Background: an optimization exercise with open tools, aiming at small area. Do not read the settings as production practice. In this exercise RTL edits were held to simulation tests only and were not proved equivalent to the original. Power is estimated from default activity; no workload was simulated.

$ cat flow/design.v
module k1_crc_step (
    input  wire [15:0] acc,
    input  wire [7:0]  b,
    output reg  [15:0] nxt
);
    integer k;
    always @(*) begin
        nxt = acc ^ {b, 8'h00};
        for (k = 0; k < 8; k = k + 1)
            nxt = nxt[15] ? ((nxt << 1) ^ 16'h1021) : (nxt << 1);
    end
endmodule
module k1fcb (
    input  wire        clk,
    input  wire        rst,
    input  wire        in_valid,
    input  wire [7:0]  in_byte,
    output wire        in_ready,
    output wire        ob_valid,
    output wire [7:0]  ob_byte,
    output wire        rsp_valid,
    output wire [7:0]  rsp_op,
    output wire [7:0]  rsp_status,
    output wire [15:0] rsp_acc,
    output wire [7:0]  rsp_out,
    output wire [3:0]  rsp_xpos,
    output wire [1:0]  rsp_sflags,
    output wire [6:0]  rsp_rxn,
    output wire [6:0]  rsp_consumed,
    output wire        rsp_has_start,
    output wire [6:0]  rsp_start,
    output wire        rsp_ovf,
    output wire [15:0] rsp_len,
    output wire [15:0] rsp_type,
    output wire [15:0] rsp_dlen,
    output wire [15:0] rsp_crc_rx,
    output wire [15:0] rsp_crc_calc,
    output wire        rsp_crc_ok,
    output wire        rsp_dlen_ok,
    output wire        rsp_runt,
    output wire [6:0]  rsp_passes
);
    function [7:0] key;
        input [3:0] k;
        case (k)
            4'd0:  key = 8'h16;  4'd1:  key = 8'h6C;  4'd2:  key = 8'h14;  4'd3:  key = 8'hE6;
            4'd4:  key = 8'h2E;  4'd5:  key = 8'h91;  4'd6:  key = 8'h0D;  4'd7:  key = 8'h40;
            4'd8:  key = 8'h21;  4'd9:  key = 8'h35;  4'd10: key = 8'hD5;  4'd11: key = 8'h40;
            4'd12: key = 8'h13;  4'd13: key = 8'h03;  4'd14: key = 8'hE9;  default: key = 8'h80;
        endcase
    endfunction
    localparam [4:0] S_IDLE = 5'd0,  S_ARG  = 5'd1,
                     T_IN   = 5'd2,  T_CHK  = 5'd3,  T_INC  = 5'd4,
                     T_H0   = 5'd5,  T_H1   = 5'd6,  T_H2   = 5'd7,  T_H3   = 5'd8,
                     T_R0   = 5'd9,  T_R1   = 5'd10, T_R2   = 5'd11, T_R3   = 5'd12,
                     T_DATA = 5'd13, T_PAD  = 5'd14, T_C0   = 5'd15, T_C1   = 5'd16,
                     T_E0   = 5'd17, T_E1   = 5'd18,
                     D_START= 5'd19, D_SCAN = 5'd20, D_L0   = 5'd21, D_L1   = 5'd22,
                     D_REG  = 5'd23, D_C1   = 5'd24, D_E0   = 5'd25, D_E1   = 5'd26,
                     D_DW   = 5'd27, D_MW   = 5'd28, D_OUT  = 5'd29, D_OUT2 = 5'd30,
                     D_FIN  = 5'd31;
    localparam [2:0] R_OK = 3'd0, R_WAITN = 3'd1, R_WAITS = 3'd2, R_DISC = 3'd3,
                     R_RESYNC = 3'd4, R_OVF = 3'd5, R_COMPACT = 3'd6, R_MSG = 3'd7;
    reg  [511:0] ring;
    wire [7:0]   tap = ring[7:0];
    reg  [5:0]  ph, tph;
    reg         full;
    reg  [15:0] acc;
    reg  [3:0]  xpos;
    reg  [1:0]  sflags;
    reg  [4:0]  st;
    reg  [1:0]  sub;
    reg  [5:0]  ist, len, j;
    reg  [15:0] crx, crc, t;
    reg         prev_ab; wire odd = rs[0], tlong = rs[1];
    reg  [2:0]  rs;
    wire s_idle = st == S_IDLE;
    wire s_arg  = st == S_ARG;
    wire a_push = sub == 2'b00;
    wire a_xor  = sub[1];
    wire a_xb   = sub == 2'b11;
    wire tph0 = tph == 6'd0;
    wire tphl = tph == 6'd63;
    wire is_ab = tap == 8'hAB;
    wire is_cd = tap == 8'hCD;
    wire op_stat  = in_byte == 8'h02;
    wire op_flush = in_byte == 8'h23;
    wire op_multi = in_byte == 8'h11 || in_byte == 8'h18 || in_byte == 8'h19 ||
                    in_byte == 8'h20 || in_byte == 8'h21 || in_byte == 8'h22 ||
                    in_byte == 8'h23 || in_byte == 8'h30;
    wire op_legal = op_multi || in_byte == 8'h00 || in_byte == 8'h01 || in_byte == 8'h02 ||
                    in_byte == 8'h10 || in_byte == 8'h12;
    wire t_end = t == 16'hFFFB;
    wire [15:0] t_inc = t + 16'd1;
    wire [6:0] cons = t[13:7];
    wire n_lt8 = (tph0 & ~full) | (tph[5:3] == 3'b111 & tph[2:0] != 3'b000);
    assign in_ready = (s_idle & (~(op_stat | op_flush) | tph0)) |
                      (s_arg & (~a_push | full | tph0)) |
                      (st == T_IN) |
                      (st == T_DATA & ~t_end);
    wire take = in_valid & in_ready;
    wire rx_out = (st == D_OUT) | (st == D_OUT2);
    reg  [7:0] x;
    always @(*) begin
        case (st)
            T_H0:    x = 8'hAB;
            T_H1:    x = 8'hCD;
            T_H2:    x = t[7:0];
            T_H3:    x = t[15:8];
            T_R0,
            T_R1:    x = crx[7:0];
            T_R2:    x = ~t[7:0];
            T_R3:    x = ~t[15:8];
            T_PAD:   x = 8'h00;
            T_C0:    x = crc[7:0];
            T_C1:    x = crc[15:8];
            T_E0:    x = 8'hDC;
            T_E1:    x = 8'hBA;
            D_OUT,
            D_OUT2:  x = tap;
            default: x = in_byte;
        endcase
    end
    wire t_region = (st == T_R0) | (st == T_R1) | (st == T_R2) | (st == T_R3) |
                    (st == T_DATA) | (st == T_PAD) | (st == T_C0) | (st == T_C1);
    wire kon = (s_arg & a_xb) | t_region | rx_out;
    wire [7:0] kb = key(s_arg ? xpos : j[3:0]);
    wire [7:0] ob = x ^ (kon ? kb : 8'h00);
    assign ob_byte = ob;
    assign rsp_out = ob;
    wire t_emit = (st == T_H0) | (st == T_H1) | (st == T_H2) | (st == T_H3) |
                  (st == T_R0) | (st == T_R1) | (st == T_R2) | (st == T_R3) |
                  (st == T_DATA & take) | (st == T_PAD) | (st == T_C0) | (st == T_C1) |
                  (st == T_E0) | (st == T_E1);
    assign ob_valid = rx_out | (t_emit & ~tlong);
    wire [15:0] crc_out;
    k1_crc_step u_crc (.acc(s_arg ? acc : crc), .b(rx_out ? ob : x), .nxt(crc_out));
    wire fin_go = (st == D_FIN) & (rs != R_MSG | j == 6'd60);
    assign rsp_valid = (take & ((s_idle & ~op_multi) | s_arg)) | (st == T_E1) | fin_go;
    reg [7:0] op_r;
    always @(*) begin
        if (s_idle)          op_r = in_byte;
        else if (st == T_E1) op_r = 8'h30;
        else if (s_arg)
            case (sub)
                2'b01:   op_r = 8'h11;
                2'b10:   op_r = 8'h18;
                2'b11:   op_r = 8'h19;
                default: op_r = 8'h20;
            endcase
        else                 op_r = {6'b001000, sub};
    end
    assign rsp_op = op_r;
    reg [7:0] status;
    always @(*) begin
        case (st)
            S_IDLE:  status = {7'd0, ~op_legal};
            S_ARG:   status = {6'd0, a_push & full, 1'b0};
            T_E1:    status = {6'd0, tlong, tlong};
            default:
                case (rs)
                    R_OK:      status = 8'h00;
                    R_WAITN,
                    R_WAITS:   status = 8'h10;
                    R_DISC:    status = 8'h11;
                    R_RESYNC,
                    R_OVF:     status = 8'h12;
                    R_COMPACT: status = 8'h13;
                    default:   status = 8'h15;
                endcase
        endcase
    end
    assign rsp_status = status;
    assign rsp_acc       = acc;
    assign rsp_xpos      = xpos;
    assign rsp_sflags    = sflags;
    assign rsp_rxn       = {full, ph};
    assign rsp_consumed  = cons;
    assign rsp_has_start = (rs == R_WAITS) | rs[2];
    assign rsp_start     = {1'b0, ist};
    assign rsp_ovf       = rs == R_OVF;
    assign rsp_passes    = t[6:0];
    wire [15:0] m_type = {ring[47:40] ^ 8'h6C, ring[39:32] ^ 8'h16};
    wire [15:0] m_dl   = {ring[63:56] ^ 8'hE6, ring[55:48] ^ 8'h14};
    wire [15:0] m_dlen = (len[5:1] == 5'd0) ? 16'd0 : m_dl;
    assign rsp_len      = {10'd0, len};
    assign rsp_type     = m_type;
    assign rsp_dlen     = m_dlen;
    assign rsp_crc_rx   = crx;
    assign rsp_crc_calc = crc;
    assign rsp_crc_ok   = crx == crc;
    assign rsp_dlen_ok  = (m_dlen >= 16'd4) && (m_dlen <= {10'd0, len});
    assign rsp_runt     = len[5:2] == 4'd0;
    wire wr = s_arg & a_push & take & ~full;
    always @(posedge clk)
        ring <= {wr ? in_byte : tap, ring[511:8]};
    reg       drop_a, drop_b;    
    reg       short_fr;
    always @(*) begin
        drop_a = 1'b0;
        drop_b = 1'b0;
        case (st)
            D_START, D_SCAN:
                if ((st == D_SCAN || ph == 6'd0) && !(st == D_START && n_lt8) &&
                    !((st == D_SCAN) && prev_ab && is_cd) && tphl) begin
                    drop_a = is_ab;
                    drop_b = ~is_ab;
                end
            D_E1:
                drop_b = tap == 8'hBA;
            D_DW:
                if (rs == R_COMPACT) drop_a = j == 6'd60;
                else                 drop_b = j == 6'd61;
            default: ;
        endcase
    end
    wire [6:0] cons_add = cons + {1'b0, ph} + {6'd0, drop_b};
    always @(*) begin
        case (st)
            D_L0:    short_fr = tph0 | (tap > 8'd56);
            D_L1:    short_fr = tph0 | (tap != 8'd0);
            D_REG,
            D_C1:    short_fr = tph0;
            D_E0:    short_fr = tph0 | tphl;
            default: short_fr = 1'b0;
        endcase
    end
    always @(posedge clk) begin
        ph  <= ph + 6'd1;
        tph <= tph + 6'd1;
        j   <= j + 6'd1;
        if (drop_a | drop_b) begin
            ph   <= {5'd0, drop_a};
            full <= 1'b0;
            t[13:7] <= cons_add;
        end
        if (rst) begin
            st <= S_IDLE;
            ph <= 6'd0;
            tph <= 6'd0;
            full <= 1'b0;
            acc <= 16'd0;
            xpos <= 4'd0;
            sflags <= 2'd0;
        end else begin
            case (st)
                S_IDLE: if (take) begin
                    sub <= {in_byte[3] | in_byte[1], in_byte[0]};
                    case (in_byte)
                        8'h01: begin
                            acc <= 16'd0;
                            xpos <= 4'd0;
                            sflags <= 2'd0;
                            ph <= 6'd0;
                            tph <= 6'd0;
                            full <= 1'b0;
                        end
                        8'h10: acc <= 16'd0;
                        8'h11, 8'h18, 8'h19, 8'h20: st <= S_ARG;
                        8'h21, 8'h22: begin
                            t[13:0] <= 14'd1;
                            st <= D_START;
                        end
                        8'h23: begin
                            t[13:7] <= {full, ph};
                            ph <= 6'd1;
                            full <= 1'b0;
                            rs <= R_OK;
                            st <= D_FIN;
                        end
                        8'h30: begin
                            j <= 6'd0;
                            st <= T_IN;
                        end
                        default: ;
                    endcase
                end
                S_ARG: if (take) begin
                    st <= S_IDLE;
                    if (a_push) begin
                        if (full) begin
                            sflags[1] <= 1'b1;
                        end else begin
                            tph <= tph;
                            full <= ph == 6'd63;
                        end
                    end else if (a_xor) begin
                        xpos <= a_xb ? xpos + 4'd1 : in_byte[3:0];
                    end else begin
                        acc <= crc_out;
                    end
                end
                T_IN: begin
                    if (!take) j <= j;
                    if (take) begin
                        if (!j[1]) crx <= {ob, crx[15:8]};
                        else if (!j[0]) t[7:0] <= in_byte;
                        else begin
                            t[15:8] <= in_byte;
                            st <= T_CHK;
                        end
                    end
                end
                T_CHK: begin
                    rs[0] <= t[0];
                    rs[1] <= t > 16'd65530;
                    j <= 6'd0;
                    st <= T_INC;
                end
                T_INC: begin
                    t <= t_inc;
                    if ((j == 6'd3 && !odd) || j == 6'd4) st <= T_H0;
                end
                T_H0: st <= T_H1;
                T_H1: st <= T_H2;
                T_H2: st <= T_H3;
                T_H3: begin
                    t <= ~t;
                    crc <= 16'd0;
                    j <= 6'd0;
                    st <= T_R0;
                end
                T_R0: begin
                    crc <= crc_out;
                    crx <= {ob, crx[15:8]};
                    if (odd) t <= t_inc;
                    st <= T_R1;
                end
                T_R1: begin crc <= crc_out; st <= T_R2; end
                T_R2: begin crc <= crc_out; st <= T_R3; end
                T_R3: begin crc <= crc_out; st <= T_DATA; end
                T_DATA: begin
                    if (t_end) begin
                        j <= j;
                        st <= j[0] ? T_PAD : T_C0;
                    end else if (take) begin
                        crc <= crc_out;
                        t <= t_inc;
                    end else begin
                        j <= j;
                    end
                end
                T_PAD: begin crc <= crc_out; st <= T_C0; end
                T_C0: st <= T_C1;
                T_C1: st <= T_E0;
                T_E0: st <= T_E1;
                T_E1: st <= S_IDLE;
                D_START, D_SCAN: if (st == D_SCAN || ph == 6'd0) begin
                    if (st == D_START && n_lt8) begin
                        rs <= R_WAITN;
                        st <= D_FIN;
                    end else begin
                        prev_ab <= is_ab;
                        if (is_ab) ist <= ph;
                        if (st == D_SCAN && prev_ab && is_cd) begin
                            j <= 6'd62;
                            st <= D_L0;
                        end else if (tphl) begin
                            rs <= R_DISC;
                            st <= D_FIN;
                        end else begin
                            st <= D_SCAN;
                        end
                    end
                end
                D_L0: begin
                    len <= tap[5:0];
                    st <= D_L1;
                end
                D_L1: st <= D_REG;
                D_REG: if (j == len) st <= D_C1;
                D_C1: st <= D_E0;
                D_E0: if (tap != 8'hDC) begin
                    rs <= R_RESYNC;
                    st <= D_DW;
                end else begin
                    st <= D_E1;
                end
                D_E1: if (tap != 8'hBA) begin
                    rs <= R_RESYNC;
                    st <= D_DW;
                end else begin
                    rs <= R_MSG;
                    st <= D_MW;
                end
                D_DW: if (drop_a | drop_b) begin
                    if (rs == R_OVF) sflags[0] <= 1'b1;
                    if (sub[1]) begin
                        t[6:0] <= t_inc[6:0];
                        st <= D_START;
                    end else begin
                        st <= D_FIN;
                    end
                end
                D_MW: if (j == 6'd63) begin
                    crc <= 16'd0;
                    st <= D_OUT;
                end
                D_OUT: begin
                    crx <= {ob, crx[15:8]};
                    if (j == len) st <= D_OUT2;
                    else crc <= crc_out;
                end
                D_OUT2: begin
                    crx <= {ob, crx[15:8]};
                    st <= D_FIN;
                end
                D_FIN: if (fin_go) st <= S_IDLE;
                default: ;
            endcase
            if (short_fr) begin
                if (!full) begin
                    rs <= R_WAITS;
                    st <= D_FIN;
                end else begin
                    rs <= (ist != 6'd0) ? R_COMPACT : R_OVF;
                    st <= D_DW;
                end
            end
        end
    end
endmodule
$ cat flow/flow/run.sh
#!/bin/bash
# Standard ORFS layout through the standard.sh, with two changes:
#  * technology mapping in synthesis uses an area-oriented ABC script
#    (flow/abc_map.script) in place of ORFS's abc_speed.script;
#  * every port still gets its own buffer, but buffer_ports uses the smallest buffer
#    (sky130_fd_sc_hd__buf_1) instead of the cell it picks by default.
# Everything else (the synthesis passes before and after ABC, flop mapping, floorplan,
# power grid, placement, CTS, routing) is ORFS's own.
set -euo pipefail
here=$(pwd)
rm -rf "$here/scripts"
cp -r "$FLOW_HOME/scripts" "$here/scripts"
cp "$here/flow/abc_map.script" "$here/scripts/abc_speed.script"
export SCRIPTS_DIR="$here/scripts"
export BUFFER_PORTS_ARGS="-buffer_cell sky130_fd_sc_hd__buf_1"
bash "$here/standard.sh" > "$here/orfs_make.log" 2>&1
$ cat flow/flow/abc_map.script
strash
dch -f
map -a
strash
dc2
dch -f
map -a
strash
&get -n
&st
&dch -f
&nf -R 1000 -p
&put
$ cat flow/standard.sh
#!/bin/bash
# synth_recipe.tcl (not shown) runs the flow's synth.tcl, then flattens the netlist and writes it again
# the make line also repeats each setting of config.mk as NAME=value (left out here)
make -C /OpenROAD-flow-scripts/flow DESIGN_CONFIG=/design/flow/config.mk WORK_HOME=/design/flow/orfs CLKGATE_MAP_FILE= SYNTH_SCRIPT=/design/flow/synth_recipe.tcl "${@:-finish}"
$ cat flow/config.mk
export PLATFORM = sky130hd
export DESIGN_NAME = k1fcb
export DESIGN_NICKNAME = k1fcb
export VERILOG_FILES = /design/flow/design.v
export SDC_FILE = /design/flow/constraint.sdc
export NUM_CORES = 4
export LEC_CHECK = 0
export CAP_MARGIN = 20
export CORE_MARGIN = 2
export CORE_UTILIZATION = 40
export CTS_CLUSTER_DIAMETER = 150
export CTS_CLUSTER_SIZE = 25
export PLACE_DENSITY = 0.6
export SLEW_MARGIN = 20
$ cat flow/constraint.sdc
create_clock -name core_clock -period 11.0 [get_ports {clk}]
set_input_delay 2.2000 -clock core_clock [delete_from_list [all_inputs] [get_ports {clk}]]
set_output_delay 2.2000 -clock core_clock [all_outputs]
set_load 0.01 [all_outputs]
==> results of run 1 <==
[power groups by stage]
stage / combinational (W) / clock (W) / sequential (W)
floorplan: 0.000967 / 0 / 0.00259
global placement: 0.00136 / 0 / 0.00265
detailed placement: 0.00136 / 0 / 0.00266
CTS: 0.00137 / 0.00116 / 0.00260
global route: 0.00150 / 0.00124 / 0.00262
finish: 0.00138 / 0.00112 / 0.00261
[worst reg2reg max path, cell delays in order (launching register included)]
cell	delay [ns]
dfxtp_1	0.81
clkinv_1	0.38
nor2_1	0.62
a21oi_1	0.27
and2_0	0.29
nand3_1	0.10
nor2_1	0.19
a221oi_1	0.53
xor2_1	0.38
a21oi_1	0.15
xor2_1	0.39
xor2_1	0.43
xor2_1	0.15
nor2b_1	0.16
[cell type report]
type	count	area (µm²)	area share, %
clock buffer	34	723	3.48
clock inverter	2	33.8	0.163
inverter	43	161	0.776
multi-input combinational	871	5210	25.1
sequential	624	13100	63.2
tap	607	759	3.65
timing repair buffer	183	756	3.64
[cell families (layout without fill, tap and decap cells)]
group / count (synthesis) / count (layout) / share of synthesized area (%)
AND/OR/NAND/NOR: 488 / 488 / 12.4
buffers and inverters: 90 / 262 / 2.74
multiplexers: 20 / 20 / 1.11
AO/OA/AOI/OAI: 254 / 254 / 8.63
XOR/XNOR: 66 / 66 / 3.08
flip-flops: 624 / 624 / 70.1
other: 1 / 15 / 0.0200
adder cells (fa/ha/maj): 28 / 28 / 1.95
[flip-flops by register name, summed over array words and instances (netlist names), 6 cells and up]
name and flops:
acc 16, crc 16, crx 16, ist 6, j 6, len 6
ph 6, ring 512, t 16, tph 6
[per-stage QoR]
stage,setup slack (ns),total power (W)
after global placement,4.01,0.00402
after floorplan,3.62,0.00355
final,3.89,0.00511
after CTS,3.89,0.00514
after detailed placement,3.91,0.00402
after global routing,3.69,0.00536
[synth_stat cells (13+ instances only)]
master	instances
nor3_1	44
a21oi_1	73
xor2_1	41
mux2i_1	13
nor2b_1	25
nor2_1	125
a31oi_1	19
clkinv_1	43
a22oi_1	18
dfxtp_1	559
a211oi_1	15
o22ai_1	15
xnor2_1	25
nand2_1	136
ha_1	26
and2_0	19
nand3_1	49
nand4_1	17
o21ai_0	49
buf_4	47
edfxtp_1	65
and3_1	14
nand2b_1	14
nor4_1	17
[cell usage in the layout (no fill, tap or decap), types with 25 or more instances in the layout]
cell / count
dfxtp_1: 559
buf_1: 164
nand2_1: 136
nor2_1: 124
a21oi_1: 73
edfxtp_1: 65
nand3_1: 49
o21ai_0: 49
clkinv_1: 43
nor3_1: 41
xor2_1: 41
clkbuf_16: 28
ha_1: 26
nor2b_1: 25
xnor2_1: 25
[path summary, 6_finish.rpt]
| check | startpoint | to | cells past startpoint | slack [ns] |
|---|---|---|---|---|
| setup reg to reg | st[2] | crc[12] | 13 | 5.91 |
| setup / recovery | in_byte[4] | ob_valid | 11 | 3.89 |
| hold / removal | ring[404] | ring[396] | 0 | 0.32 |
| hold reg to reg | ring[404] | ring[396] | 0 | 0.32 |
[routing by layer]
| metal | routed length [µm] | global-route usage, % | vias to the layer above |
|---|---|---|---|
| li1 | - | - | 5765 |
| met1 | 22100 | 27.4 | 5845 |
| met2 | 19400 | 27.6 | 449 |
| met3 | 3410 | 3.45 | 68 |
| met4 | 1110 | 4.73 | 0 |
| met5 | 0 | 0 | - |
==> impl_metrics.ini, run 1 <==
[synthesis]
synth_edf_count = 65
yosys.area.top_type_share_pct = 59.7
ys_seq_area_share_pct = 70.1
yosys_warnings = 2
syn_inst = 1571
synth_async_sr_flop_share_pct = 0
synth-main-ff-cell = dfxtp_1
ys_top_cells_by_area = dfxtp_1, edfxtp_1, nand2_1, nor2_1, a21oi_1
synth_area_leader_cell = dfxtp_1
yosysUniqueCellTypes = 54
syn_area_mm2 = 0.0188
synth.avg_cell_area_um2 = 11.9
synth-seq-cells = 624

[power_and_ir_drop]
p_int_w = 0.00337
ir_drop_mv = 0.189
power.density_mw_per_mm2 = 246
p_comb_share_pct = 27.0
switching_share_pct = 34.0
p_sw_w = 0.00174
leakage_nw = 7.69
p_seq_share_pct = 51.1
clkPwrFrac_pct = 21.9

[clock_network]
cts_buffer_depth = 3
htree_levels = 1
cts_sinks = 624
cts_tree = yes
numCtsBuffers = 28
cts_resized = 0
cts_post_setup_buffers_inserted = 0
clk_latency_ns = 0.61
path_clk_slew_ns = 0.10
clock-root-buffer = clkbuf_16
hold_buffers = 0

[timing]
fin_setup_tns_ns = 0
max_freq_mhz = 141
max_slew_margin_pct = 23.2
min_period_over_period_pct = 64.6
fin_hold_ws_ns = 0.317
tightest_slew_ns = 1.14
final.min_clock_period_ns = 7.11
rsz0062_at_grt = false
finalClockSkew_ns = 0.0500
finalMaxSlewViolations = 0
finalHoldViolCount = 0
setup_violations = 0

[routing]
antenna_left = 0
vias_per_cell = 5.13
route.detailed.drc = 0
routed_wirelength_mm = 45.9
dr.first_iter.drc_count = 943
post_drt_wl_per_cell_um = 19.4
drt_first_pass_iters = 6
via_count = 12127

[global_route]
grt_max_degree = 42
antenna_found_initial = 1
track_usage_pct = 18.5
grt_pass1_wl_mm = 68.7
grt_overflow_total = 0
grt_pass1_vias = 11324

[floorplanning]
dieArea_mm2 = 0.0486
start_util_pct = 40.4
design.portCount = 181
rows = 79
die_y_um = 221
core-area_mm2 = 0.0465
die_w_um = 221

[layout]
stdcell_area_mm2 = 0.0208
num-nets-final = 1790
final_cells = 2364
n_antenna_cell = 0
synthToLayoutAreaGrowth_pct = 10.8
final_util_pct = 44.7
drive_gt1_share_pct = 3.24
fill_cells = 4423

[setup_path]
cp_cell_sequence = buf_1, nor3_1, and2_0, nand4_1, nand2_1, a31oi_1, or4_1, nand2_1, o21ai_0, o21a_1, buf_1
crit_buf_inv = 2
cp.arrival_ns = 4.91
end_kind = primary output
cpLargestDelayFamily = simple AND/OR/NAND/NOR gates
critPathKind = in2out
crit_fanout = 11
worst_path_max_delay_cell = or4_1
required_ns = 8.80
slowest_delay_ns = 0.65
start_kind = primary input

[placed_design]
portBuffers = 165
dpl_cell_area_mm2 = 0.0200
dp_cells = 2328
dp_hpwl_mm = 33.2
place.gp.congestion = 0.929

[run]
cap_violations = 0

[hold_path]
hold_class = reg2reg

[status]
status = no timing/DRC/antenna violations
==> inputs of run 2 (changes only) <==
--- a/flow/config.mk
+++ b/flow/config.mk
@@ -8,6 +8,7 @@
 export CAP_MARGIN = 20
 export CORE_MARGIN = 2
 export CORE_UTILIZATION = 40
+export CTS_BUF_LIST = sky130_fd_sc_hd__clkbuf_4 sky130_fd_sc_hd__clkbuf_8 sky130_fd_sc_hd__clkbuf_16
 export CTS_CLUSTER_DIAMETER = 150
 export CTS_CLUSTER_SIZE = 25
 export PLACE_DENSITY = 0.6
==> run 2 against run 1 <==
Net effect: combinational power about the same; clock-buffer cell count unchanged; utilization increased by 0.054 points; sequential cell count unchanged; worst hold slack got worse by 0.00076 ns; final area increased by 0.12%; highest routed layer unchanged; global-route usage about the same; critical path type unchanged; critical path depth unchanged; still clean on timing, DRC and antenna.
==> impl_metrics.ini, run 2 <==
[status]
status = no timing/DRC/antenna violations

[global_route]
antenna_found_initial = 1
grt_max_degree = 42
grt_pass1_vias = 11340
grt_overflow_total = 0
track_usage_pct = 18.5
grt_pass1_wl_mm = 68.7

[synthesis]
ys_seq_area_share_pct = 70.1
synth.avg_cell_area_um2 = 11.9
yosys_warnings = 2
syn_inst = 1571
synth_async_sr_flop_share_pct = 0
yosys-top-cells-count = dfxtp_1, nand2_1, nor2_1
ys_top_cells_by_area = dfxtp_1, edfxtp_1, nand2_1, nor2_1, a21oi_1
synth_edf_count = 65
yosysMostFrequentCell = dfxtp_1
synth_area_leader_cell = dfxtp_1
yosys.area.top_type_share_pct = 59.7
synth-seq-cells = 624
yosysUniqueCellTypes = 54
syn_area_mm2 = 0.0188
synth-main-ff-cell = dfxtp_1

[timing]
rsz0062_at_grt = false
max_freq_mhz = 140
setup_violations = 0
finalMaxSlewViolations = 0
min_period_over_period_pct = 64.7
fin_setup_tns_ns = 0
final.min_clock_period_ns = 7.12
tightest_slew_ns = 1.15
setup_ws_ns = 3.88
max_slew_margin_pct = 22.2
finalHoldViolCount = 0
finalClockSkew_ns = 0.0502

[setup_path]
crit_buf_inv = 2
start_kind = primary input
critPathKind = in2out
end_kind = primary output
crit_fanout = 11
required_ns = 8.80
cp_cell_sequence = buf_1, nor3_1, and2_0, nand4_1, nand2_1, a31oi_1, or4_1, nand2_1, o21ai_0, o21a_1, buf_1
cp.arrival_ns = 4.92
worst_path_max_delay_cell = or4_1
cpLargestDelayFamily = simple AND/OR/NAND/NOR gates
slowest_delay_ns = 0.65

[layout]
synthToLayoutAreaGrowth_pct = 10.9
final_cell_mix = dfxtp_1, buf_1, nand2_1, nor2_1, a21oi_1
largest_register_ffs = 512
largest_register = ring
num-nets-final = 1790
final_common_cell = dfxtp_1
drive_gt1_share_pct = 3.59

[placed_design]
place.gp.congestion = 0.929
dp_hpwl_mm = 33.2
portBuffers = 165
dp_slack_ns = 3.91

[routing]
route.detailed.drc = 0
routed_wirelength_mm = 45.9
dr.first_iter.drc_count = 1013
post_drt_wl_per_cell_um = 19.4
drt_first_pass_iters = 6
antenna_left = 0
via_count = 12117
vias_per_cell = 5.12

[floorplanning]
design.portCount = 181
rows = 79
die_w_um = 221
start_util_pct = 40.4
core-area_mm2 = 0.0465
dieArea_mm2 = 0.0486
die_y_um = 221

[hold_path]
hold_class = reg2reg

[clock_network]
cts_resized = 0
cts_sinks = 624
clk_latency_ns = 0.61
cts_tree = yes
hold_buffers = 0
htree_levels = 1
cts_post_setup_buffers_inserted = 0
path_clk_slew_ns = 0.10
cts_buffer_depth = 3
clock-root-buffer = clkbuf_16
numCtsBuffers = 28

[run]
cap_violations = 0

[power_and_ir_drop]
ir_drop_mv = 0.189
leakage_nw = 7.72
power.density_mw_per_mm2 = 246
## run 2: cell counts after synthesis
No cell type changed its count.
## run 2: cells by family after synthesis
logic type               share of synthesized area (%)
multiplexers                                      1.11
buffers and inverters                             2.74
AO/OA/AOI/OAI                                     8.63
flip-flops                                        70.1
XOR/XNOR                                          3.08
other                                           0.0200
adder cells (fa/ha/maj)                           1.95
AND/OR/NAND/NOR                                   12.4
## run 2: worst paths after layout
kind	endpoint	startpoint	depth (start not counted)	slack, ns
min	ring[396]	ring[404]	0	0.32
max	ob_valid	in_byte[4]	11	3.88
max reg2reg	t[13]	st[2]	17	5.92
min reg2reg	ring[396]	ring[404]	0	0.32
## run 2: metal layers
metal,up-vias,wire (µm),GRT usage [%]
met5,-,0,0
met2,430,19300,27.7
li1,5763,-,-
met1,5845,22200,27.4
met4,0,1190,4.73
met3,79,3250,3.45
## run 2: per-stage QoR
step	utilization (%)	cells	area (µm²)	power (W)	hold WS, ns
2_1_floorplan	-	1585	18800	0.00355	0.310
3_3_place_gp	43.1	2328	20000	0.00402	0.310
3_5_place_dp	43.1	2328	20000	0.00402	0.312
4_1_cts	44.8	2364	20800	0.00515	0.317
5_1_grt	44.8	2364	20800	0.00538	0.312
6_report	44.8	2365	20800	0.00512	0.316
## run 2: report_power, final
part           internal (W)  switching (W)  total [W]
sequential          0.00243       0.000184    0.00261
combinational      0.000467       0.000914    0.00138
clock              0.000493       0.000640    0.00113
total               0.00339        0.00174    0.00512
## run 2: cell type report
| cell class | instances | area, µm² |
|---|---|---|
| diodes | 1 | 2.50 |
| clock buffers | 34 | 746 |
| clock inverters | 2 | 33.8 |
| fillers | 4425 | 25600 |
| inverters | 43 | 161 |
| multi-input cells | 871 | 5210 |
| flip-flops and latches | 624 | 13100 |
| well taps | 607 | 759 |
| repair buffers | 183 | 756 |
==> inputs of run 3 (changes only) <==
==> flow/config.mk (replaced) <==
export PLATFORM = sky130hd
export DESIGN_NAME = k1fcb
export DESIGN_NICKNAME = k1fcb
export VERILOG_FILES = /design/flow/design.v
export SDC_FILE = /design/flow/constraint.sdc
export NUM_CORES = 4
export LEC_CHECK = 0
export CAP_MARGIN = 0
export CORE_MARGIN = 2
export CORE_UTILIZATION = 40
export CTS_CLUSTER_DIAMETER = 150
export CTS_CLUSTER_SIZE = 22
export PLACE_DENSITY = 0.6
export SLEW_MARGIN = 0
==> run 3 against run 2 <==
Net effect: still clean on timing, DRC and antenna; global-route usage rose by 0.34 points; clock-buffer cell count increased by 7; sequential cell count unchanged; sequential power about the same; setup slack worse by 0.012 ns; utilization grew 0.30 points; die area did not move; synthesized cell count unchanged; total power rose by 2.4%; sequential share of layout area decreased by 0.42 points; non-clock buffer count unchanged; first-iteration DRC count is 0.59% lower; highest routed layer unchanged.
==> impl_metrics.ini, run 3 <==
[layout]
num-nets-final = 1796
final_cell_mix = dfxtp_1, buf_1, nand2_1, nor2_1, a21oi_1
final_cells = 2373
n_antenna_cell = 0
drive_gt1_share_pct = 3.62
largest_register = ring
stdcell_area_mm2 = 0.0210
final_common_cell = dfxtp_1
largest_register_ffs = 512
synthToLayoutAreaGrowth_pct = 11.7

[routing]
drt_first_pass_iters = 7
vias_per_cell = 5.14
route.detailed.drc = 0
post_drt_wl_per_cell_um = 19.5
routed_wirelength_mm = 46.3
via_count = 12206
antenna_left = 0
dr.first_iter.drc_count = 1007

[placed_design]
dp_cells = 2328
portBuffers = 165
dp_slack_ns = 3.91
dp_hpwl_mm = 33.2
place.gp.congestion = 0.929
dpl_cell_area_mm2 = 0.0200

[clock_network]
path_clk_slew_ns = 0.08
hold_buffers = 0
clk_latency_ns = 0.58
cts_sinks = 624
cts_resized = 0
cts_buffer_depth = 3
cts_tree = yes
htree_levels = 2
cts_post_setup_buffers_inserted = 0
clock-root-buffer = clkbuf_16
numCtsBuffers = 34

[timing]
finalClockSkew_ns = 0.0465
final.min_clock_period_ns = 7.13
setup_violations = 0
tightest_slew_ns = 1.38
finalMaxSlewViolations = 0
setup_ws_ns = 3.87
min_period_over_period_pct = 64.8
fin_setup_tns_ns = 0
finalHoldViolCount = 0
max_freq_mhz = 140
max_slew_margin_pct = 7.89
rsz0062_at_grt = false

[synthesis]
synth-main-ff-cell = dfxtp_1
synth-seq-cells = 624
synth_edf_count = 65
ys_top_cells_by_area = dfxtp_1, edfxtp_1, nand2_1, nor2_1, a21oi_1
yosys.area.top_type_share_pct = 59.7
synth_area_leader_cell = dfxtp_1
yosys-top-cells-count = dfxtp_1, nand2_1, nor2_1
synth_top_family_by_area = simple AND/OR/NAND/NOR gates
synth_compound_area_share_pct = 8.63
yosysMostFrequentCell = dfxtp_1
synthSimpleGateAreaFrac_pct = 12.4
synth.avg_cell_area_um2 = 11.9
synthAdderAreaFrac_pct = 1.95
syn_area_mm2 = 0.0188
yosys_warnings = 2
yosysUniqueCellTypes = 54
synth_async_sr_flop_share_pct = 0
syn_inst = 1571
muxShareOfSynthArea_pct = 1.11
ys_seq_area_share_pct = 70.1
synthXorXnorAreaFrac_pct = 3.08

[setup_path]
slowest_delay_ns = 0.66
end_kind = primary output
cpLargestDelayFamily = simple AND/OR/NAND/NOR gates
required_ns = 8.80
crit_buf_inv = 2
setup.worst_path.start = in_byte[7]
cp.arrival_ns = 4.93
critPathKind = in2out
rr_startpoint = st[2]
cp_cell_sequence = buf_1, nor3_1, and2_0, nand4_1, nand2_1, a31oi_1, or4_1, nand2_1, o21ai_0, o21a_1, buf_1
crit_fanout = 11
worst_path_max_delay_cell = or4_1
start_kind = primary input

[floorplanning]
die_w_um = 221
dieArea_mm2 = 0.0486
start_util_pct = 40.4
die_y_um = 221
core-area_mm2 = 0.0465
rows = 79
design.portCount = 181

[power_and_ir_drop]
power.density_mw_per_mm2 = 250
leakage_nw = 7.77
ir_drop_mv = 0.189
finalPower_w = 0.00525

[global_route]
grt_max_degree = 42
track_usage_pct = 18.8
antenna_found_initial = 1
grt_pass1_vias = 11559
grt_overflow_total = 0
grt_pass1_wl_mm = 69.4

[hold_path]
hold_class = reg2reg
min-delay-start = ring[211]

[run]
cap_violations = 0

[status]
status = no timing/DRC/antenna violations
==> run 3: cell counts after synthesis <==
Identical to the previous run, type by type.
==> run 3: layer usage <==
layer	wire length, µm	GRT usage, %
met1	21800	27.3
met2	19400	27.7
met3	4000	4.84
met4	1100	5.11
met5	0	0
==> run 3: worst register-to-register path: cells and delay by family (launching register included) <==
kind,cells,cell delay [ns]
flops,1,0.78
buf+inv,1,0.40
simple gates,7,2.50
compound gates,3,1.19
==> run 3: final timing paths <==
check,endpoint,slack [ns],cells after the start
worst max-delay path,ob_valid,3.87,11
worst min-delay path,ring[203],0.31,0
worst max register to register,t[4],5.75,11
worst min register to register,ring[203],0.31,0
==> run 3: cell type report <==
type | instances | area, µm²
fill | 4380 | 25500
sequential | 624 | 13100
multi-input combinational | 871 | 5210
clock buffer | 41 | 877
tap | 607 | 759
timing repair buffer | 183 | 756
inverter | 43 | 161
clock inverter | 4 | 50.0
==> run 3: power breakdown <==
part | leakage [nW] | switching (W) | total [W] | internal (W)
sequential | 5.12 | 0.000184 | 0.00261 | 0.00243
clock | 0.451 | 0.000679 | 0.00125 | 0.000574
combinational | 2.21 | 0.000915 | 0.00138 | 0.000467
total | 7.77 | 0.00178 | 0.00525 | 0.00347
==> run 3: cell families (layout without fill, tap and decap cells) <==
kind of cell	after synthesis	after routing
AO/OA/AOI/OAI	254	254
XOR/XNOR	66	66
adder cells (fa/ha/maj)	28	28
buffers and inverters	90	271
flip-flops	624	624
multiplexers	20	20
other	1	15
AND/OR/NAND/NOR	488	488
==> run 3: metrics by stage <==
step                utilization, %  hold slack (ns)
floorplan                        -            0.310
global placement              43.1            0.310
detailed placement            43.1            0.312
CTS                           45.1            0.313
global route                  45.1            0.322
finish                        45.1            0.313
==> inputs of run 4 (changes only) <==
==> flow/config.mk (replaced) <==
export PLATFORM = sky130hd
export DESIGN_NAME = k1fcb
export DESIGN_NICKNAME = k1fcb
export VERILOG_FILES = /design/flow/design.v
export SDC_FILE = /design/flow/constraint.sdc
export NUM_CORES = 4
export LEC_CHECK = 0
export CAP_MARGIN = 20
export CORE_MARGIN = 2
export CORE_UTILIZATION = 40
export CTS_CLUSTER_DIAMETER = 150
export CTS_CLUSTER_SIZE = 20
export PLACE_DENSITY = 0.6
export SLEW_MARGIN = 20
==> run 4 against run 3 <==
Net effect: non-clock buffer count did not move; final cell count rose by 0.17%; clock-buffer cell count rose by 4; wire length fell by 0.13%; worst hold slack got worse by 0.0041 ns; global-route usage barely moved; critical path type unchanged; sequential share of layout area fell by 0.35 points.
==> impl_metrics.ini, run 4 <==
[timing]
max_freq_mhz = 140
fin_setup_tns_ns = 0
setup_violations = 0
tightest_slew_ns = 1.16
final.min_clock_period_ns = 7.15
finalClockSkew_ns = 0.0497
finalHoldViolCount = 0
finalMaxSlewViolations = 0
rsz0062_at_grt = false
max_slew_margin_pct = 21.8
min_period_over_period_pct = 65.0
setup_ws_ns = 3.85

[power_and_ir_drop]
power.density_mw_per_mm2 = 253
leakage_nw = 7.82
finalPower_w = 0.00532
ir_drop_mv = 0.159

[synthesis]
synth_edf_count = 65
synthSimpleGateAreaFrac_pct = 12.4
synth_async_sr_flop_share_pct = 0
synth_area_leader_cell = dfxtp_1
syn_area_mm2 = 0.0188
synth_compound_area_share_pct = 8.63
muxShareOfSynthArea_pct = 1.11
synth_top_family_by_area = simple AND/OR/NAND/NOR gates
syn_inst = 1571
yosysUniqueCellTypes = 54
yosys-top-cells-count = dfxtp_1, nand2_1, nor2_1
synth-seq-cells = 624
ys_seq_area_share_pct = 70.1
yosysMostFrequentCell = dfxtp_1
synth.avg_cell_area_um2 = 11.9
yosys_warnings = 2
synthXorXnorAreaFrac_pct = 3.08
synth-main-ff-cell = dfxtp_1
ys_top_cells_by_area = dfxtp_1, edfxtp_1, nand2_1, nor2_1, a21oi_1
yosys.area.top_type_share_pct = 59.7
synthAdderAreaFrac_pct = 1.95

[layout]
final_cell_mix = dfxtp_1, buf_1, nand2_1, nor2_1, a21oi_1
stdcell_area_mm2 = 0.0211
largest_register_ffs = 512
num-nets-final = 1799
synthToLayoutAreaGrowth_pct = 12.3
multiInputGateArea_mm2 = 0.00521
largest_register = ring
n_antenna_cell = 0
final_cells = 2377
drive_gt1_share_pct = 3.84
seq_area_mm2 = 0.0131
final_common_cell = dfxtp_1
fill_cells = 4393

[clock_network]
cts_sinks = 624
cts_post_setup_buffers_inserted = 0
clock-root-buffer = clkbuf_16
cts_resized = 0
numCtsBuffers = 37
cts_buffer_depth = 3
path_clk_slew_ns = 0.07
cts_tree = yes
clk_latency_ns = 0.60
htree_levels = 2
hold_buffers = 0

[routing]
routed_wirelength_mm = 46.3
antenna_left = 0
route.detailed.drc = 0
vias_per_cell = 5.14
via_count = 12216
dr.first_iter.drc_count = 985
drt_first_pass_iters = 5
post_drt_wl_per_cell_um = 19.5

[global_route]
use_met1_pct = 27.4
grt_overflow_total = 0
antenna_found_initial = 1
use_met3_pct = 3.97
grt_pass1_wl_mm = 69.2
use_met2_pct = 27.7
grt_max_degree = 42
grt-busiest-layer = met2
track_usage_pct = 18.8
grt_pass1_vias = 11445

[setup_path]
rr_startpoint = st[2]
start_kind = primary input
required_ns = 8.80
worstRegToRegCells = 17
critPathKind = in2out
crit_fanout = 11
cp.arrival_ns = 4.95
setup.worst_path.start = in_byte[4]
rr_endpoint = t[13]
r2r_setup_slack_ns = 5.90
end_kind = primary output

[placed_design]
dp_hpwl_mm = 33.2
portBuffers = 165
dp_slack_ns = 3.91
dp_cells = 2328
place.gp.congestion = 0.929
dpl_cell_area_mm2 = 0.0200

[hold_path]
worstHoldPathCells = 0
min-delay-start = ring[253]
whs_endpoint = ring[245]
hold_class = reg2reg

[floorplanning]
design.portCount = 181
die_y_um = 221
die_w_um = 221
rows = 79
core-area_mm2 = 0.0465
start_util_pct = 40.4
dieArea_mm2 = 0.0486

[run]
cap_violations = 0

[status]
status = no timing/DRC/antenna violations
[run 4: cell types whose count changed in the layout (fill, tap and decap cells not counted)]
cell	delta
clkbuf_1	+1
inv_6	-2
inv_16	+1
nor3b_2	+1
nor3b_1	-1
clkbuf_16	+3
clkinv_16	+1
[run 4: kinds of logic after synthesis]
family                     count (synthesis)
and+or+nand+nor                          488
xor gates and xnor gates                  66
adders and majority gates                 28
AOI/OAI and AO/OA                        254
DFF                                      624
muxes                                     20
other                                      1
buffers and inverters                     90
[run 4: layout make-up]
type,count,share of cell area [%]
sequential,624,62.4
clock buffer,45,4.54
multi-input combinational,871,24.7
timing repair buffer,183,3.59
clock inverter,4,0.392
inverter,43,0.766
tap,607,3.60
[run 4: worst max-delay path, stage by stage]
cell and delay [ns]:
buf_1 0.22, nor3_1 0.31, and2_0 0.20, nand4_1 0.22, nand2_1 0.20, a31oi_1 0.06
or4_1 0.65, nand2_1 0.41, o21ai_0 0.16, o21a_1 0.18, buf_1 0.13
[run 4: layer usage]
| layer | up-vias | share of wire, % |
|---|---|---|
| met5 | - | 0 |
| met4 | 0 | 2.8 |
| met3 | 71 | 7.8 |
| met2 | 452 | 42 |
| met1 | 5903 | 47 |
| li1 | 5790 | - |
[run 4: power by group]
part           total [W]  switching [W]  leakage, nW  internal (W)
clock network    0.00133       0.000704        0.501      0.000627
registers        0.00261       0.000184         5.12       0.00243
logic            0.00138       0.000915         2.21      0.000467
[run 4: worst max path at each step]
| stage | end | slack [ns] | depth (start not counted) |
|---|---|---|---|
| 6_report | ob_valid | 3.85 | 11 |
| 3_3_place_gp | ob_valid | 4.01 | 11 |
| 3_5_place_dp | ob_valid | 3.91 | 11 |
| 4_1_cts | ob_valid | 3.89 | 11 |
| 5_1_grt | ob_valid | 3.69 | 11 |
| 2_1_floorplan | rsp_out[4] | 3.62 | 10 |
[run 4: metrics by stage]
step	hold slack, ns	util, %
after floorplan	0.310	-
after global placement	0.310	43.1
after detailed placement	0.312	43.1
after CTS	0.311	45.4
after global routing	0.320	45.4
final	0.309	45.4
==> inputs of run 5 (changes only) <==
--- a/flow/config.mk
+++ b/flow/config.mk
@@ -8,7 +8,7 @@
 export CAP_MARGIN = 20
 export CORE_MARGIN = 2
 export CORE_UTILIZATION = 40
-export CTS_CLUSTER_DIAMETER = 150
-export CTS_CLUSTER_SIZE = 20
+export CTS_CLUSTER_DIAMETER = 110
+export CTS_CLUSTER_SIZE = 35
 export PLACE_DENSITY = 0.6
 export SLEW_MARGIN = 20
==> run 5 against run 4 <==
Net effect: still clean; total power fell by 5.0%; via count decreased by 0.76%; setup slack better by 0.018 ns; combinational power hardly changed; final cell count is 0.72% lower; non-clock buffer count stayed put; largest cell class unchanged.
==> impl_metrics.ini, run 5 <==
[layout]
num-nets-final = 1785
largest_register = ring
n_antenna_cell = 0
largest_register_ffs = 512
fill_cells = 4427
final_util_pct = 44.6
final_cell_mix = dfxtp_1, buf_1, nand2_1, nor2_1, a21oi_1
multiInputGateArea_mm2 = 0.00521
drive_gt1_share_pct = 3.25
final_common_cell = dfxtp_1
seq_area_mm2 = 0.0131
synthToLayoutAreaGrowth_pct = 10.4

[timing]
final.min_clock_period_ns = 7.13
tightest_slew_ns = 1.19
finalHoldViolCount = 0
max_slew_margin_pct = 19.9
max_freq_mhz = 140
finalClockSkew_ns = 0.0265
rsz0062_at_grt = false
setup_ws_ns = 3.87
finalMaxSlewViolations = 0
setup_violations = 0
fin_setup_tns_ns = 0
min_period_over_period_pct = 64.8
fin_hold_ws_ns = 0.321

[clock_network]
clock-root-buffer = clkbuf_16
cts_post_setup_buffers_inserted = 0
htree_levels = 1
cts_sinks = 624
cts_buffer_depth = 3
cts_tree = yes
cts_resized = 0
hold_buffers = 0
path_clk_slew_ns = 0.13
numCtsBuffers = 23
clk_latency_ns = 0.59

[routing]
top_layer = met4
via_count = 12123
wl_met1_mm = 21.8
post_drt_wl_per_cell_um = 19.4
dr.first_iter.drc_count = 995
drt_first_pass_iters = 6
antenna_left = 0
vias_per_cell = 5.14
routed_wirelength_mm = 45.8
wl_met2_mm = 19.2
route.detailed.drc = 0
wl_met3_mm = 3.57

[synthesis]
yosysMostFrequentCell = dfxtp_1
yosys-top-cells-count = dfxtp_1, nand2_1, nor2_1
synth_edf_count = 65
yosys_warnings = 2
synth-main-ff-cell = dfxtp_1
synth-seq-cells = 624
ys_seq_area_share_pct = 70.1
yosys.area.top_type_share_pct = 59.7
synth.avg_cell_area_um2 = 11.9
synth_async_sr_flop_share_pct = 0
syn_area_mm2 = 0.0188
ys_top_cells_by_area = dfxtp_1, edfxtp_1, nand2_1, nor2_1, a21oi_1
yosysUniqueCellTypes = 54
synth_area_leader_cell = dfxtp_1
syn_inst = 1571

[setup_path]
worst-path-stages = 11
end_kind = primary output
worst_path_max_delay_cell = or4_1
cp.arrival_ns = 4.93
slowest_delay_ns = 0.66
cpLargestDelayFamily = simple AND/OR/NAND/NOR gates
start_kind = primary input
critPathKind = in2out
cp_cell_sequence = buf_1, nor3_1, and2_0, nand4_1, nand2_1, a31oi_1, or4_1, nand2_1, o21ai_0, o21a_1, buf_1
worstRegToRegCells = 17
crit_buf_inv = 2
required_ns = 8.80
crit_fanout = 11

[floorplanning]
die_y_um = 221
design.portCount = 181
start_util_pct = 40.4
core-area_mm2 = 0.0465
rows = 79
die_w_um = 221
dieArea_mm2 = 0.0486

[power_and_ir_drop]
p_seq_share_pct = 51.7
finalPower_w = 0.00506
leakage_nw = 7.66
p_sw_w = 0.00176
p_comb_share_pct = 27.3
p_int_w = 0.00330
switching_share_pct = 34.7
clkPwrFrac_pct = 21.0
ir_drop_mv = 0.195
power.density_mw_per_mm2 = 244

[hold_path]
worstHoldPathCells = 0
hold_class = reg2reg

[global_route]
track_usage_pct = 18.4
grt_pass1_wl_mm = 68.5
grt_pass1_vias = 11271
antenna_found_initial = 1
grt_max_degree = 42
grt_overflow_total = 0

[run]
cap_violations = 0

[status]
status = no timing/DRC/antenna violations

[placed_design]
dp_hpwl_mm = 33.2
portBuffers = 165
dp_slack_ns = 3.91
place.gp.congestion = 0.929
==> run 5: kinds of logic (layout without fill, tap and decap cells) <==
kind of cell,count (synthesis),in the layout,synth area share (%)
adder cells (fa/ha/maj),28,28,1.95
multiplexers,20,20,1.11
AND/OR/NAND/NOR,488,488,12.4
XOR/XNOR,66,66,3.08
flip-flops,624,624,70.1
AO/OA/AOI/OAI,254,254,8.63
other,1,15,0.0200
buffers and inverters,90,258,2.74
==> run 5: path summary, 6_finish.rpt <==
check             slack, ns       start   endpoint
setup / recovery       3.87  in_byte[4]   ob_valid
hold / removal         0.32   ring[149]  ring[141]
setup reg to reg       5.96       st[2]      t[13]
hold reg to reg        0.32   ring[149]  ring[141]
==> run 5: metrics by stage <==
stage | std cells | area (µm²)
2_1_floorplan | 1585 | 18800
3_3_place_gp | 2328 | 20000
3_5_place_dp | 2328 | 20000
4_1_cts | 2360 | 20700
5_1_grt | 2360 | 20700
6_report | 2360 | 20700
==> run 5: layer usage <==
layer / global-route usage [%] / up-vias
li1: - / 5755
met5: 0 / -
met4: 5.04 / 0
met3: 3.51 / 73
met2: 27.5 / 439
met1: 27.3 / 5856
==> run 5: area by class of cell <==
cell class                      count  share of cell area [%]
Clock inverter                      7                   0.477
Timing Repair Buffer              183                    3.65
Multi-Input combinational cell    871                    25.2
Clock buffer                       25                    2.81
Inverter                           43                   0.779
Sequential cell                   624                    63.4
Tap cell                          607                    3.67
==> run 5: power groups by stage <==
stage          Clock [W]  Combinational [W]  Sequential (W)
5_1_grt          0.00118            0.00150         0.00262
4_1_cts          0.00111            0.00137         0.00261
3_3_place_gp           0            0.00136         0.00265
3_5_place_dp           0            0.00136         0.00266
6_report         0.00106            0.00138         0.00261
2_1_floorplan          0           0.000967         0.00259
==> inputs of run 6 (changes only) <==
--- a/flow/config.mk
+++ b/flow/config.mk
@@ -8,7 +8,8 @@
 export CAP_MARGIN = 20
 export CORE_MARGIN = 2
 export CORE_UTILIZATION = 40
-export CTS_CLUSTER_DIAMETER = 110
-export CTS_CLUSTER_SIZE = 35
+export CTS_BUF_LIST = sky130_fd_sc_hd__clkbuf_8
+export CTS_CLUSTER_DIAMETER = 100
+export CTS_CLUSTER_SIZE = 14
 export PLACE_DENSITY = 0.6
 export SLEW_MARGIN = 20
==> run 6 against run 5 <==
Net effect: combinational power about the same; wire length up 0.96%; via count up 1.2%; die area unchanged.
==> impl_metrics.ini, run 6 <==
[status]
status = no timing/DRC/antenna violations

[clock_network]
cts_sinks = 624
clock-root-buffer = clkbuf_8
cts_post_setup_buffers_inserted = 0
path_clk_slew_ns = 0.08
clk_latency_ns = 0.67
numCtsBuffers = 50
htree_levels = 2
hold_buffers = 0
cts_resized = 0
cts_buffer_depth = 3
cts_tree = yes

[synthesis]
syn_area_mm2 = 0.0188
yosys-top-cells-count = dfxtp_1, nand2_1, nor2_1
yosysMostFrequentCell = dfxtp_1
ys_seq_area_share_pct = 70.1
synth.avg_cell_area_um2 = 11.9
yosys.area.top_type_share_pct = 59.7
syn_inst = 1571
synth_edf_count = 65
yosys_warnings = 2
synth-main-ff-cell = dfxtp_1
synth_async_sr_flop_share_pct = 0
muxShareOfSynthArea_pct = 1.11
synth_top_family_by_area = simple AND/OR/NAND/NOR gates
yosysUniqueCellTypes = 54
synth_compound_area_share_pct = 8.63
synthXorXnorAreaFrac_pct = 3.08
synthAdderAreaFrac_pct = 1.95
ys_top_cells_by_area = dfxtp_1, edfxtp_1, nand2_1, nor2_1, a21oi_1
synth-seq-cells = 624
synthSimpleGateAreaFrac_pct = 12.4
synth_area_leader_cell = dfxtp_1

[routing]
post_drt_wl_per_cell_um = 19.4
routed_wirelength_mm = 46.3
via_count = 12264
drt_first_pass_iters = 5
route.detailed.drc = 0
dr.first_iter.drc_count = 1002
vias_per_cell = 5.13
antenna_left = 0

[power_and_ir_drop]
finalPower_w = 0.00511
power.density_mw_per_mm2 = 245
ir_drop_mv = 0.182
leakage_nw = 7.77

[timing]
finalClockSkew_ns = 0.0536
fin_setup_tns_ns = 0
fin_hold_ws_ns = 0.314
max_freq_mhz = 140
rsz0062_at_grt = false
final.min_clock_period_ns = 7.12
min_period_over_period_pct = 64.7
finalMaxSlewViolations = 0
tightest_slew_ns = 1.17
max_slew_margin_pct = 21.5
setup_violations = 0
finalHoldViolCount = 0

[setup_path]
cp_cell_sequence = buf_1, nor3_1, and2_0, nand4_1, nand2_1, a31oi_1, or4_1, nand2_1, o21ai_0, o21a_1, buf_1
required_ns = 8.80
cp.arrival_ns = 4.92
cpLargestDelayFamily = simple AND/OR/NAND/NOR gates
crit_buf_inv = 2
end_kind = primary output
crit_fanout = 11
slowest_delay_ns = 0.65
worst_path_max_delay_cell = or4_1
critPathKind = in2out
start_kind = primary input

[layout]
largest_register = ring
largest_register_ffs = 512
num-nets-final = 1812
fill_cells = 4420
n_antenna_cell = 0
drive_gt1_share_pct = 4.60
final_common_cell = dfxtp_1
synthToLayoutAreaGrowth_pct = 11.1
final_cells = 2391
final_cell_mix = dfxtp_1, buf_1, nand2_1, nor2_1, a21oi_1

[global_route]
grt_pass1_wl_mm = 69.4
antenna_found_initial = 1
grt_pass1_vias = 11546
grt_overflow_total = 0
grt_max_degree = 42
track_usage_pct = 18.8

[floorplanning]
die_y_um = 221
dieArea_mm2 = 0.0486
core-area_mm2 = 0.0465
rows = 79
die_w_um = 221
design.portCount = 181
start_util_pct = 40.4

[run]
cap_violations = 0

[hold_path]
hold_class = reg2reg

[placed_design]
dp_cells = 2328
portBuffers = 165
place.gp.congestion = 0.929
dp_hpwl_mm = 33.2
## run 6: cell counts after synthesis
No cell type changed its count.
## run 6: layout make-up
cell class	count	area [µm²]	area share [%]
clock buffer	51	702	3.37
clock inverter	12	101	0.486
inverter	43	161	0.775
multi-input combinational	871	5210	25.0
sequential	624	13100	63.1
tap	607	759	3.65
timing repair buffer	183	756	3.63
## run 6: cells by family after synthesis
kind of cell,after synthesis
adders and majority gates,28
other,1
muxes,20
AOI/OAI and AO/OA,254
and+or+nand+nor,488
DFF,624
xor gates and xnor gates,66
buffers and inverters,90
## run 6: stage by stage
stage	setup WS [ns]	util [%]	cell area, µm²
2_1_floorplan	3.62	-	18800
3_3_place_gp	4.01	43.1	20000
3_5_place_dp	3.91	43.1	20000
4_1_cts	3.89	44.8	20800
5_1_grt	3.70	44.8	20800
6_report	3.88	44.8	20800
## run 6: metal layers
metal / track usage, % / wire [µm]
met1: 27.5 / 21900
met2: 27.6 / 19300
met3: 4.00 / 3900
met4: 5.96 / 1210
met5: 0 / 0
## run 6: worst paths after layout
| check | startpoint | to | slack, ns | cells after the start |
|---|---|---|---|---|
| max | in_byte[4] | ob_valid | 3.88 | 11 |
| min reg2reg | ring[201] | ring[193] | 0.31 | 0 |
| min | ring[201] | ring[193] | 0.31 | 0 |
| max reg2reg | st[2] | t[13] | 5.88 | 17 |
## run 6: power by group
part / switching, W / internal [W] / total [W]
registers: 0.000183 / 0.00243 / 0.00261
clock network: 0.000671 / 0.000450 / 0.00112
logic: 0.000916 / 0.000467 / 0.00138
==> inputs of run 7 (changes only) <==
--- a/flow/config.mk
+++ b/flow/config.mk
@@ -8,8 +8,7 @@
 export CAP_MARGIN = 20
 export CORE_MARGIN = 2
 export CORE_UTILIZATION = 40
-export CTS_BUF_LIST = sky130_fd_sc_hd__clkbuf_8
 export CTS_CLUSTER_DIAMETER = 100
-export CTS_CLUSTER_SIZE = 14
+export CTS_CLUSTER_SIZE = 25
 export PLACE_DENSITY = 0.6
 export SLEW_MARGIN = 20
==> run 7 against run 6 <==
Net effect: critical path depth did not move; sequential share of layout area about the same; wire length shrank 0.66%; clock skew shrank 0.037 ns; synthesized cell count stayed put; sequential cell count is the same.
==> impl_metrics.ini, run 7 <==
[layout]
fill_cells = 4419
synthToLayoutAreaGrowth_pct = 11.0
largest_register = ring
drive_gt1_share_pct = 3.41
final_common_cell = dfxtp_1
num-nets-final = 1791
final_cells = 2366
largest_register_ffs = 512
n_antenna_cell = 0
final_cell_mix = dfxtp_1, buf_1, nand2_1, nor2_1, a21oi_1
stdcell_area_mm2 = 0.0208

[synthesis]
yosys-top-cells-count = dfxtp_1, nand2_1, nor2_1
synth_async_sr_flop_share_pct = 0
synth_area_leader_cell = dfxtp_1
yosys.area.top_type_share_pct = 59.7
ys_top_cells_by_area = dfxtp_1, edfxtp_1, nand2_1, nor2_1, a21oi_1
synth-main-ff-cell = dfxtp_1
syn_area_mm2 = 0.0188
ys_seq_area_share_pct = 70.1
yosys_warnings = 2
yosysMostFrequentCell = dfxtp_1
synth_edf_count = 65
yosysUniqueCellTypes = 54
synth-seq-cells = 624
synth.avg_cell_area_um2 = 11.9
syn_inst = 1571

[global_route]
antenna_found_initial = 1
grt_max_degree = 42
grt_pass1_wl_mm = 68.5
grt_pass1_vias = 11323
track_usage_pct = 18.4
grt_overflow_total = 0

[timing]
fin_setup_tns_ns = 0
setup_violations = 0
max_slew_margin_pct = 24.7
finalMaxSlewViolations = 0
rsz0062_at_grt = false
final.min_clock_period_ns = 7.15
finalClockSkew_ns = 0.0168
max_freq_mhz = 140
tightest_slew_ns = 1.12
finalHoldViolCount = 0
min_period_over_period_pct = 65.0
fin_hold_ws_ns = 0.323

[placed_design]
portBuffers = 165
dp_hpwl_mm = 33.2
dp_cells = 2328
dpl_cell_area_mm2 = 0.0200
place.gp.congestion = 0.929

[routing]
drt_first_pass_iters = 7
dr.first_iter.drc_count = 963
route.detailed.drc = 0
antenna_left = 0
via_count = 12132
post_drt_wl_per_cell_um = 19.4
vias_per_cell = 5.13
routed_wirelength_mm = 46.0

[floorplanning]
die_w_um = 221
core-area_mm2 = 0.0465
dieArea_mm2 = 0.0486
die_y_um = 221
start_util_pct = 40.4
rows = 79
design.portCount = 181

[setup_path]
crit_fanout = 11
required_ns = 8.80
start_kind = primary input
critPathKind = in2out
end_kind = primary output
cp.arrival_ns = 4.95

[power_and_ir_drop]
p_comb_share_pct = 26.8
p_int_w = 0.00339
p_seq_share_pct = 50.8
ir_drop_mv = 0.186
power.density_mw_per_mm2 = 247
leakage_nw = 7.71
p_sw_w = 0.00175
switching_share_pct = 34.1
clkPwrFrac_pct = 22.3

[clock_network]
cts_sinks = 624
clock-root-buffer = clkbuf_16
cts_post_setup_buffers_inserted = 0
htree_levels = 1
hold_buffers = 0
path_clk_slew_ns = 0.09
clk_latency_ns = 0.59
cts_resized = 0
cts_tree = yes
numCtsBuffers = 29
cts_buffer_depth = 3

[run]
cap_violations = 0

[status]
status = no timing/DRC/antenna violations

[hold_path]
hold_class = reg2reg
run 7: cell counts after synthesis:
No cell type changed its count.
run 7: routing by layer:
layer	global-route usage (%)	part of all wire (%)	vias up	wire [µm]
li1	-	-	5764	-
met1	27.3	48	5861	22200
met2	27.5	42	434	19200
met3	3.46	7.2	73	3300
met4	5.02	2.6	0	1220
met5	0	0	-	0
run 7: logic make-up (layout without fill, tap and decap cells):
logic type	after synthesis	after routing	share of synthesized area (%)
other cells	1	15	0.0200
simple gates	488	488	12.4
compound gates	254	254	8.63
flops	624	624	70.1
buf+inv	90	264	2.74
mux	20	20	1.11
fa+ha+maj	28	28	1.95
xor+xnor	66	66	3.08
run 7: power by group through the flow:
stage          Combinational (W)  Clock [W]  Sequential, W
6_report                 0.00138    0.00115        0.00261
2_1_floorplan           0.000967          0        0.00259
3_3_place_gp             0.00136          0        0.00265
3_5_place_dp             0.00136          0        0.00266
4_1_cts                  0.00137    0.00119        0.00261
5_1_grt                  0.00150    0.00126        0.00262
run 7: through the flow:
stage	power [W]	setup slack [ns]	utilization [%]
after floorplan	0.00355	3.62	-
after global placement	0.00402	4.01	43.1
after detailed placement	0.00402	3.91	43.1
after CTS	0.00517	3.89	44.8
after global routing	0.00539	3.70	44.8
final	0.00514	3.85	44.8
run 7: worst max-delay path, stage by stage:
cell and delay (ns):
buf_1 0.22, nor3_1 0.30, and2_0 0.20, nand4_1 0.22, nand2_1 0.20, a31oi_1 0.06
or4_1 0.66, nand2_1 0.41, o21ai_0 0.16, o21a_1 0.18, buf_1 0.13
run 7: worst paths after layout:
kind / slack (ns) / cells past startpoint / startpoint / to
min reg2reg: 0.32 / 0 / ring[404] / ring[396]
max: 3.85 / 11 / in_byte[4] / ob_valid
max reg2reg: 5.93 / 17 / st[2] / t[13]
min: 0.32 / 0 / ring[404] / ring[396]
run 7: layout make-up:
class	instances	area, µm²	share of cell area, %
sequential	624	13100	63.1
multi-input combinational	871	5210	25.0
timing repair buffer	183	756	3.63
inverter	43	161	0.775
clock inverter	3	37.5	0.180
clock buffer	35	758	3.64
tap	607	759	3.65
==> inputs of run 8 (changes only) <==
--- a/flow/config.mk
+++ b/flow/config.mk
@@ -8,7 +8,7 @@
 export CAP_MARGIN = 20
 export CORE_MARGIN = 2
 export CORE_UTILIZATION = 40
-export CTS_CLUSTER_DIAMETER = 100
-export CTS_CLUSTER_SIZE = 25
+export CTS_CLUSTER_DIAMETER = 120
+export CTS_CLUSTER_SIZE = 30
 export PLACE_DENSITY = 0.6
 export SLEW_MARGIN = 20
==> run 8 against run 7 <==
Net effect: critical path depth is the same; clock skew grew 0.0024 ns; synthesized cell count is the same; still clean.
==> impl_metrics.ini, run 8 <==
[status]
status = no timing/DRC/antenna violations

[power_and_ir_drop]
leakage_nw = 7.67
ir_drop_mv = 0.183
power.density_mw_per_mm2 = 245

[timing]
setup_ws_ns = 3.87
min_period_over_period_pct = 64.8
max_freq_mhz = 140
tightest_slew_ns = 1.13
fin_setup_tns_ns = 0
rsz0062_at_grt = false
final.min_clock_period_ns = 7.13
finalHoldViolCount = 0
finalMaxSlewViolations = 0
setup_violations = 0
max_slew_margin_pct = 24.1
finalClockSkew_ns = 0.0192

[layout]
largest_register_ffs = 512
multiInputGateArea_mm2 = 0.00521
final_util_pct = 44.7
fill_cells = 4417
drive_gt1_share_pct = 3.19
largest_register = ring
final_cell_mix = dfxtp_1, buf_1, nand2_1, nor2_1, a21oi_1
seq_area_mm2 = 0.0131
stdcell_area_mm2 = 0.0208
synthToLayoutAreaGrowth_pct = 10.6
num-nets-final = 1787
final_cells = 2362
final_common_cell = dfxtp_1
n_antenna_cell = 0

[clock_network]
cts_sinks = 624
clk_latency_ns = 0.59
clock-root-buffer = clkbuf_16
numCtsBuffers = 25
cts_tree = yes
path_clk_slew_ns = 0.11
cts_resized = 0
hold_buffers = 0
htree_levels = 1
cts_post_setup_buffers_inserted = 0
cts_buffer_depth = 3

[setup_path]
cpLargestDelayFamily = simple AND/OR/NAND/NOR gates
worstRegToRegCells = 17
end_kind = primary output
critPathKind = in2out
crit_buf_inv = 2
start_kind = primary input
crit_fanout = 11
cp_cell_sequence = buf_1, nor3_1, and2_0, nand4_1, nand2_1, a31oi_1, or4_1, nand2_1, o21ai_0, o21a_1, buf_1
cp.arrival_ns = 4.93
slowest_delay_ns = 0.66
worst_path_max_delay_cell = or4_1
required_ns = 8.80
worst-path-stages = 11

[synthesis]
yosys_warnings = 2
yosys-top-cells-count = dfxtp_1, nand2_1, nor2_1
yosysUniqueCellTypes = 54
ys_seq_area_share_pct = 70.1
ys_top_cells_by_area = dfxtp_1, edfxtp_1, nand2_1, nor2_1, a21oi_1
synth.avg_cell_area_um2 = 11.9
syn_area_mm2 = 0.0188
synth-seq-cells = 624
yosysMostFrequentCell = dfxtp_1
synth_area_leader_cell = dfxtp_1
syn_inst = 1571
synth_edf_count = 65
synth_async_sr_flop_share_pct = 0
yosys.area.top_type_share_pct = 59.7
synth-main-ff-cell = dfxtp_1

[routing]
antenna_left = 0
post_drt_wl_per_cell_um = 19.5
via_count = 12157
routed_wirelength_mm = 46.0
dr.first_iter.drc_count = 1055
drt_first_pass_iters = 7
vias_per_cell = 5.15
route.detailed.drc = 0

[run]
cap_violations = 0

[global_route]
grt_max_degree = 42
grt_pass1_wl_mm = 68.6
antenna_found_initial = 1
grt_pass1_vias = 11285
grt_overflow_total = 0
track_usage_pct = 18.5

[placed_design]
dp_slack_ns = 3.91
portBuffers = 165
dp_cells = 2328
place.gp.congestion = 0.929
dpl_cell_area_mm2 = 0.0200
dp_hpwl_mm = 33.2

[floorplanning]
die_w_um = 221
rows = 79
design.portCount = 181
core-area_mm2 = 0.0465
die_y_um = 221
start_util_pct = 40.4
dieArea_mm2 = 0.0486

[hold_path]
hold_class = reg2reg
worstHoldPathCells = 0
[run 8: cell type report]
class | count | area share (%)
clock buffer | 31 | 3.23
clock inverter | 3 | 0.265
inverter | 43 | 0.778
multi-input combinational | 871 | 25.1
sequential | 624 | 63.3
tap | 607 | 3.66
timing repair buffer | 183 | 3.64
[run 8: kinds of logic after synthesis]
kind of cell               Yosys count  synth area share, %
AOI/OAI and AO/OA                  254                 8.63
xor gates and xnor gates            66                 3.08
buffers and inverters               90                 2.74
DFF                                624                 70.1
other                                1               0.0200
muxes                               20                 1.11
and+or+nand+nor                    488                 12.4
adders and majority gates           28                 1.95
[run 8: power breakdown]
group          total, W  leakage (nW)  internal, W  switching [W]
clock           0.00109         0.349     0.000442       0.000648
sequential      0.00261          5.12      0.00243       0.000184
combinational   0.00138          2.21     0.000467       0.000915
total           0.00508          7.67      0.00334        0.00175
[run 8: metal layers]
| metal | track usage [%] | routed length (µm) | vias up |
|---|---|---|---|
| li1 | - | - | 5753 |
| met1 | 27.4 | 22300 | 5866 |
| met2 | 27.5 | 19200 | 470 |
| met3 | 3.45 | 3250 | 68 |
| met4 | 4.98 | 1240 | 0 |
| met5 | 0 | 0 | - |
[run 8: worst paths after layout]
check | endpoint | slack [ns] | startpoint
max reg2reg | t[13] | 5.86 | st[2]
min | ring[141] | 0.32 | ring[149]
min reg2reg | ring[141] | 0.32 | ring[149]
max | ob_valid | 3.87 | in_byte[4]
[run 8: through the flow]
| step | total power [W] | hold slack, ns |
|---|---|---|
| 4_1_cts | 0.00511 | 0.324 |
| 6_report | 0.00508 | 0.318 |
| 2_1_floorplan | 0.00355 | 0.310 |
| 5_1_grt | 0.00534 | 0.333 |
| 3_5_place_dp | 0.00402 | 0.312 |
| 3_3_place_gp | 0.00402 | 0.310 |
[run 8: worst reg2reg max path, delay by kind of cell, from the launching register on]
| kind | cells | cell delay [ns] |
|---|---|---|
| compound gates | 8 | 1.87 |
| xor+xnor | 1 | 0.18 |
| fa+ha+maj | 2 | 0.70 |
| buf+inv | 2 | 0.48 |
| flops | 1 | 0.82 |
| simple gates | 4 | 1.04 |

==> static timing again, ports no longer ideal <==
The flow's constraints put no driver on any port. The routed layouts listed below were extracted and timed again, unchanged, in two steps. Step 1 sets driving cells, clkbuf_16 on the clock port and buf_2 on the other inputs (assumed; they add their load-dependent delay and slew). Step 2 times the ports against the registers' clock, not the clock port: input delays grow and output delays shrink by t, the midpoint of the rising clock arrivals with the driver on. Three values: no drivers, after step 1, after step 2; two values: the first two.
| run | t (ns) | setup WS [ns] |
|---|---|---|
| run 1 | 0.632 | 3.895 / 3.866 / 3.866 |
| run 2 | 0.632 | 3.880 / 3.848 / 3.848 |
| run 3 | 0.607 | 3.868 / 3.829 / 3.829 |
| run 4 | 0.627 | 3.850 / 3.817 / 3.817 |
| run 5 | 0.621 | 3.868 / 3.848 / 3.848 |
| run 6 | 0.689 | 3.881 / 3.845 / 3.845 |
| run 7 | 0.631 | 3.854 / 3.817 / 3.817 |
| run 8 | 0.627 | 3.868 / 3.843 / 3.843 |
After both steps every run listed still meets setup and hold.
